Source: an optimization exercise on an open RTL-to-GDS flow (aim: small area, a short achievable clock period and few clock cycles). Production flows keep margins and buffers that such runs may drop.
In this exercise RTL edits were held to simulation tests only and were not proved equivalent to the original.
Power and IR drop assume default switching activity.

[design/flow/config.mk]
export PLATFORM = sky130hd
export DESIGN_NAME = hpd_decoder
export DESIGN_NICKNAME = hpd_decoder
export VERILOG_FILES = /design/flow/design.v
export SDC_FILE = /design/flow/constraint.sdc
export NUM_CORES = 4
export LEC_CHECK = 0
export CAP_MARGIN = 20
export CORE_MARGIN = 2
export CORE_UTILIZATION = 40
export PLACE_DENSITY = 0.6
export SLEW_MARGIN = 20
[design/flow/constraint.sdc]
create_clock -name core_clock -period 8.0 [get_ports {clk}]
set_input_delay 1.6000 -clock core_clock [delete_from_list [all_inputs] [get_ports {clk}]]
set_output_delay 1.6000 -clock core_clock [all_outputs]
set_load 0.01 [all_outputs]
[design/flow/design.v]
module hpd_decoder (
    input  wire        clk,
    input  wire        rst,
    input  wire        tbl_we,
    input  wire [4:0]  tbl_addr,
    input  wire [15:0] tbl_code,
    input  wire [4:0]  tbl_len,
    input  wire [7:0]  tbl_op,
    input  wire        start,
    input  wire [15:0] total_bits,
    input  wire [4:0]  est_bits,
    input  wire [13:0] bail_terms,
    input  wire [13:0] bail_ops,
    output wire        idle,
    output reg         done,
    input  wire        in_valid,
    input  wire [7:0]  in_data,
    output wire        in_ready,
    output wire        op_valid,
    output wire [7:0]  op_data,
    input  wire        op_ready
);
    localparam NCODES  = 32;
    localparam OPB_CAP = 14'd8192;
    localparam TERM    = 8'hFF;
    localparam S_IDLE  = 2'd0;
    localparam S_CHECK = 2'd1;    
    localparam S_BIT   = 2'd2;    
    localparam S_OUT   = 2'd3;    
    reg [15:0] t_code [0:NCODES-1];
    reg [4:0]  t_len  [0:NCODES-1];
    reg [7:0]  t_op   [0:NCODES-1];
    always @(posedge clk) begin
        if (tbl_we && idle) begin
            t_code[tbl_addr] <= tbl_code;
            t_len[tbl_addr]  <= tbl_len;
            t_op[tbl_addr]   <= tbl_op;
        end
    end
    reg [1:0]  state;
    reg [15:0] p_total;
    reg [4:0]  p_est;
    reg [13:0] p_bail_terms;
    reg [13:0] p_bail_ops;
    reg [13:0] op_count;
    reg [16:0] est_consumed;
    reg [13:0] term_count;
    reg [7:0]  br_buf;
    reg [3:0]  br_cnt;
    reg [15:0] pfx;
    reg [4:0]  plen;
    reg [7:0]  op_reg;
    assign idle     = (state == S_IDLE);
    assign op_valid = (state == S_OUT);
    assign op_data  = op_reg;
    wire need_byte = (br_cnt == 4'd0);
    assign in_ready = (state == S_BIT) && need_byte;
    wire       bit_avail = !need_byte || in_valid;
    wire [7:0] cur_byte  = need_byte ? in_data : br_buf;
    wire       cur_bit   = cur_byte[7];
    wire [15:0] next_pfx  = {pfx[14:0], cur_bit};
    wire [4:0]  next_plen = plen + 5'd1;
    reg        hit;
    reg [7:0]  hit_op;
    integer    i;
    always @(*) begin
        hit    = 1'b0;
        hit_op = 8'h00;
        for (i = NCODES - 1; i >= 0; i = i - 1) begin
            if (t_len[i] == next_plen && t_code[i] == next_pfx) begin
                hit    = 1'b1;
                hit_op = t_op[i];
            end
        end
    end
    wire [13:0] op_count_n   = op_count + 14'd1;
    wire [13:0] term_count_n = term_count + ((op_reg == TERM) ? 14'd1 : 14'd0);
    wire        bail         = (term_count_n >= p_bail_terms) && (op_count_n > p_bail_ops);
    always @(posedge clk) begin
        if (rst) begin
            state        <= S_IDLE;
            done         <= 1'b0;
            p_total      <= 16'd0;
            p_est        <= 5'd0;
            p_bail_terms <= 14'd0;
            p_bail_ops   <= 14'd0;
            op_count     <= 14'd0;
            est_consumed <= 17'd0;
            term_count   <= 14'd0;
            br_buf       <= 8'd0;
            br_cnt       <= 4'd0;
            pfx          <= 16'd0;
            plen         <= 5'd0;
            op_reg       <= 8'd0;
        end else begin
            done <= 1'b0;
            case (state)
                S_IDLE: begin
                    if (start) begin
                        p_total      <= total_bits;
                        p_est        <= est_bits;
                        p_bail_terms <= bail_terms;
                        p_bail_ops   <= bail_ops;
                        op_count     <= 14'd0;
                        est_consumed <= 17'd0;
                        term_count   <= 14'd0;
                        br_buf       <= 8'd0;
                        br_cnt       <= 4'd0;
                        state        <= S_CHECK;
                    end
                end
                S_CHECK: begin
                    if (est_consumed < {1'b0, p_total} && op_count < OPB_CAP) begin
                        pfx   <= 16'd0;
                        plen  <= 5'd0;
                        state <= S_BIT;
                    end else begin
                        done  <= 1'b1;
                        state <= S_IDLE;
                    end
                end
                S_BIT: begin
                    if (bit_avail) begin
                        br_buf <= {cur_byte[6:0], 1'b0};
                        br_cnt <= (need_byte ? 4'd8 : br_cnt) - 4'd1;
                        pfx    <= next_pfx;
                        plen   <= next_plen;
                        if (hit) begin
                            op_reg <= hit_op;
                            state  <= S_OUT;
                        end else if (next_plen == 5'd16) begin
                            op_reg <= TERM;
                            state  <= S_OUT;
                        end
                    end
                end
                S_OUT: begin
                    if (op_ready) begin
                        op_count     <= op_count_n;
                        est_consumed <= est_consumed + {12'd0, p_est};
                        term_count   <= term_count_n;
                        if (bail) begin
                            done  <= 1'b1;
                            state <= S_IDLE;
                        end else begin
                            state <= S_CHECK;
                        end
                    end
                end
            endcase
        end
    end
endmodule
[design/flow/run.sh]
#!/bin/bash
# synth_recipe.tcl (not shown) runs the flow's synth.tcl, then flattens the netlist and writes it again
# the make line also repeats each setting of config.mk as NAME=value (left out here)
make -C /OpenROAD-flow-scripts/flow DESIGN_CONFIG=/design/flow/config.mk WORK_HOME=/design/flow/orfs CLKGATE_MAP_FILE= SYNTH_SCRIPT=/design/flow/synth_recipe.tcl finish
==> notes.md <==
==> cells in the final DEF (no fill, tap or decap), drive strengths merged, types with 34 or more instances in the layout <==
master	Yosys	final
nand4	98	98
clkbuf	66	151
nand3	68	68
nor4	200	200
xnor3	61	61
nand2	274	274
xnor2	228	228
nor2	195	195
inv	82	84
ha	58	58
buf	82	144
o21ai	69	69
a21oi	138	138
a22oi	34	34
xor2	442	442
dfxtp	136	136
clkinv	0	41
nor3	62	62
edfxtp	928	928
clkdlybuf4s50	0	82
==> logic make-up (layout without fill, tap and decap cells) <==
logic type	count (synthesis)	after routing	share of synthesized area (%)
fa+ha+maj	59	59	1.53
simple gates	1149	1149	12.8
xor+xnor	731	731	15.0
flops	1064	1064	62.7
other cells	0	1	0
compound gates	408	408	5.51
mux	25	25	0.566
buf+inv	230	514	1.98
==> layer usage <==
| layer | global-route usage [%] | vias up | wire length [um] |
|---|---|---|---|
| met4 | 6.30 | 4 | 4040 |
| met2 | 36.2 | 1471 | 66700 |
| li1 | - | 14054 | - |
| met1 | 32.8 | 15678 | 63500 |
| met5 | 0 | - | 22 |
| met3 | 5.91 | 274 | 14900 |
==> how the worst max path moves through the flow <==
stage                             end  slack (ns)  depth (start not counted)                  from
6_report       op_reg[5]$_SDFFE_PP0P_        2.47                         14  plen[0]$_SDFFE_PP0P_
5_1_grt        op_reg[5]$_SDFFE_PP0P_        2.18                         14  plen[0]$_SDFFE_PP0P_
4_1_cts        op_reg[5]$_SDFFE_PP0P_        2.44                         14  plen[0]$_SDFFE_PP0P_
3_5_place_dp   op_reg[5]$_SDFFE_PP0P_        1.81                         12            in_data[7]
3_3_place_gp   op_reg[5]$_SDFFE_PP0P_        1.89                         12            in_data[7]
2_1_floorplan  op_reg[7]$_SDFFE_PP0P_        3.52                         10            in_data[7]
==> where the power goes <==
part | switching, uW | internal, uW
sequential | 50.1 | 6130
clock | 2190 | 2930
combinational | 601 | 271
total | 2840 | 9330
==> cell usage after synthesis, types with 56 or more instances <==
master,instances,area [um2]
a21oi_1,138,691
nand4_1,98,613
xor2_1,442,3870
ha_1,58,726
xnor2_1,222,1940
nand2_1,274,1030
buf_2,56,280
dfxtp_1,136,2720
edfxtp_1,928,27900
nand3_1,68,340
inv_1,82,308
clkbuf_1,66,248
nor2_1,195,732
xnor3_1,61,1370
nor4_1,186,1160
o21ai_0,69,345
nor3_1,60,300
==> tightest hold or removal path, cell delays in order (launching register included) <==
cell and delay (ns):
dfxtp_1 0.30, nand2_1 0.05, a21oi_1 0.05
==> metrics by stage <==
| stage | instances | hold slack, ns | worst slack [ns] | total power, uW | instance area, um2 |
|---|---|---|---|---|---|
| 3_3_place_gp | 5365 | 0.438 | 1.89 | 7160 | 52200 |
| 2_1_floorplan | 3666 | 0.429 | 3.52 | 6780 | 48800 |
| 4_1_cts | 5572 | 0.455 | 2.44 | 12300 | 55800 |
| 3_5_place_dp | 5366 | 0.447 | 1.81 | 7170 | 52200 |
| 6_report | 5576 | 0.452 | 2.47 | 12200 | 55900 |
| 5_1_grt | 5575 | 0.475 | 2.18 | 12500 | 55900 |
==> cell type report <==
cell class | count | area, um2
Fill cell | 10948 | 65500
Sequential cell | 1064 | 30600
Multi-Input combinational cell | 2372 | 17500
Clock buffer | 151 | 3060
Tap cell | 1625 | 2030
Timing Repair Buffer | 226 | 1850
Clock inverter | 55 | 515
Inverter | 82 | 308
Antenna cell | 1 | 2.50
==> results_dict.tcl <==
set metrics [dict create \
    outcome "complete, no violations" \
    worst_pin_slew_ns 1.18 \
    slowest_delay_ns 0.84 \
    hold_buffers 0 \
    yosysWarnings 1 \
    dr_total_vias 31481 \
    vdd_drop_max_mv 0.155 \
    syn_area_mm2 0.0488 \
    final_core_util_pct 46.0 \
    path_delay_family "simple AND/OR/NAND/NOR gates" \
    grt_max_degree 95 \
    clkSinkCount 1064 \
    root_buffer "clkbuf_16" \
    io_pins 109 \
    cts_buffers 112 \
    grt_usage_pct 23.4 \
    seq_area_frac_synth_pct 62.7 \
    slew_headroom_pct 21.5 \
    hold-path-endpoint "br_buf[2]$_SDFFE_PP0P_" \
    syn_avg_cell_area_um2 13.3 \
    crit_fanout 21 \
    final_hold_viol_count 0 \
    cp-end-kind "flip-flop" \
    die_h_um 353 \
    coreArea_mm2 0.121 \
    grt_antenna_before_repair 9 \
    wl_mm 149 \
    wl_per_cell_um 26.7 \
    synth_seq_cells 1064 \
    r2r_cells 14 \
    cts_tree "yes" \
    drc_errors 0 \
    crit_buf_inv 2 \
    post-dp-hpwl_mm 93.9 \
    clkTransAtPathRegs_ns 0.06 \
    fin_skew_ns 0.0427 \
    die_x_um 353 \
    cellPowerDensity_mw_per_mm2 218 \
    start_util_pct 40.2 \
    critical_path_class "reg2reg" \
    io_buffers 108 \
    syn-num-nets 3822 \
    vias_per_cell 5.65 \
    worstPathRequired_ns 8.65 \
    synthArstFlopShare_pct 0 \
    drtAntennaViolNets 0 \
    arrival_ns 6.18 \
    hp-class "reg2reg" \
    htreeDepth 3 \
    place_congestion 0.903 \
    synthCells 3666 \
    cts_resized 0 \
    fmax_ghz 0.181 \
    tns_ns 0 \
    start_kind "flip-flop" \
    min_from "br_buf[2]$_SDFFE_PP0P_" \
    drv_slew 0 \
    r2r-end "op_reg[5]$_SDFFE_PP0P_" \
    timing.final.crit_share_pct 69.1 \
    rsz0062_at_grt "no" \
    hold_depth 2 \
    drt_iter0_drc 3698 \
    drv_cap 0 \
    clk_latency_ns 0.71 \
    synth_cell_type_count 81 \
    cpMaxStageDelayCell "nor4_1" \
    crit_path_cell_trace "ha_1 > xor2_4 > buf_4 > buf_4 > xnor2_1 > nand4_1 > nor4_1 > nor3_1 > nand4_1 > nor4b_2 > a31oi_1 > nor2_1 > or4_1 > nand2_1" \
    synth_flop_cell "edfxtp_1" \
    overflow 0 \
    syn_to_final_growth_pct 14.5 \
    drive_gt1_share_pct 11.2 \
    die_area_mm2 0.125 \
    synth-edff-count 928 \
    grt_pass1_wl_mm 212 \
    r2r_setup_slack_ns 2.47 \
    fin_nets 4014 \
    firstDrtPassIters 6 \
    largest_reg_flops 512 \
    cts.path.max_buffers 3 \
    p_leak_uw 0.0198 \
    cts_setup_buffers 0 \
    r2r_start "plen[0]$_SDFFE_PP0P_" \
    rows 128 \
    setup_viol 0 \
    fin_crit_ns 5.53 \
    first_global_vias 30492 \
    regMostFlops "t_code" \
    top_regs "t_code x512, t_op x256, t_len x160" \
]
Testbench counts, summed over its fixed seeds: cycles 677,899.

[what the ideal ports hide]
No port has a modelled driver above. Below, the same layout with a new extraction and two added sets of constraints.
Step 1 assumes that a clkbuf_16 drives the clock port and a buf_2 every other input.
Step 2 times the ports against the registers' clock, not the clock port: input delays grow and output delays shrink by t, the midpoint of the rising clock arrivals with the driver on.
Three values: ideal, step 1, step 2; two values: the first two.
t, ns: 0.758
setup slack, ns: 2.474 / 2.474 / 1.798
worst register clock-pin slew, ns: 0.07 / 0.07
After both steps setup and hold are still met in this run. The setup slack of this run moves by 0.000 ns with the drivers and by -0.676 ns with both steps.
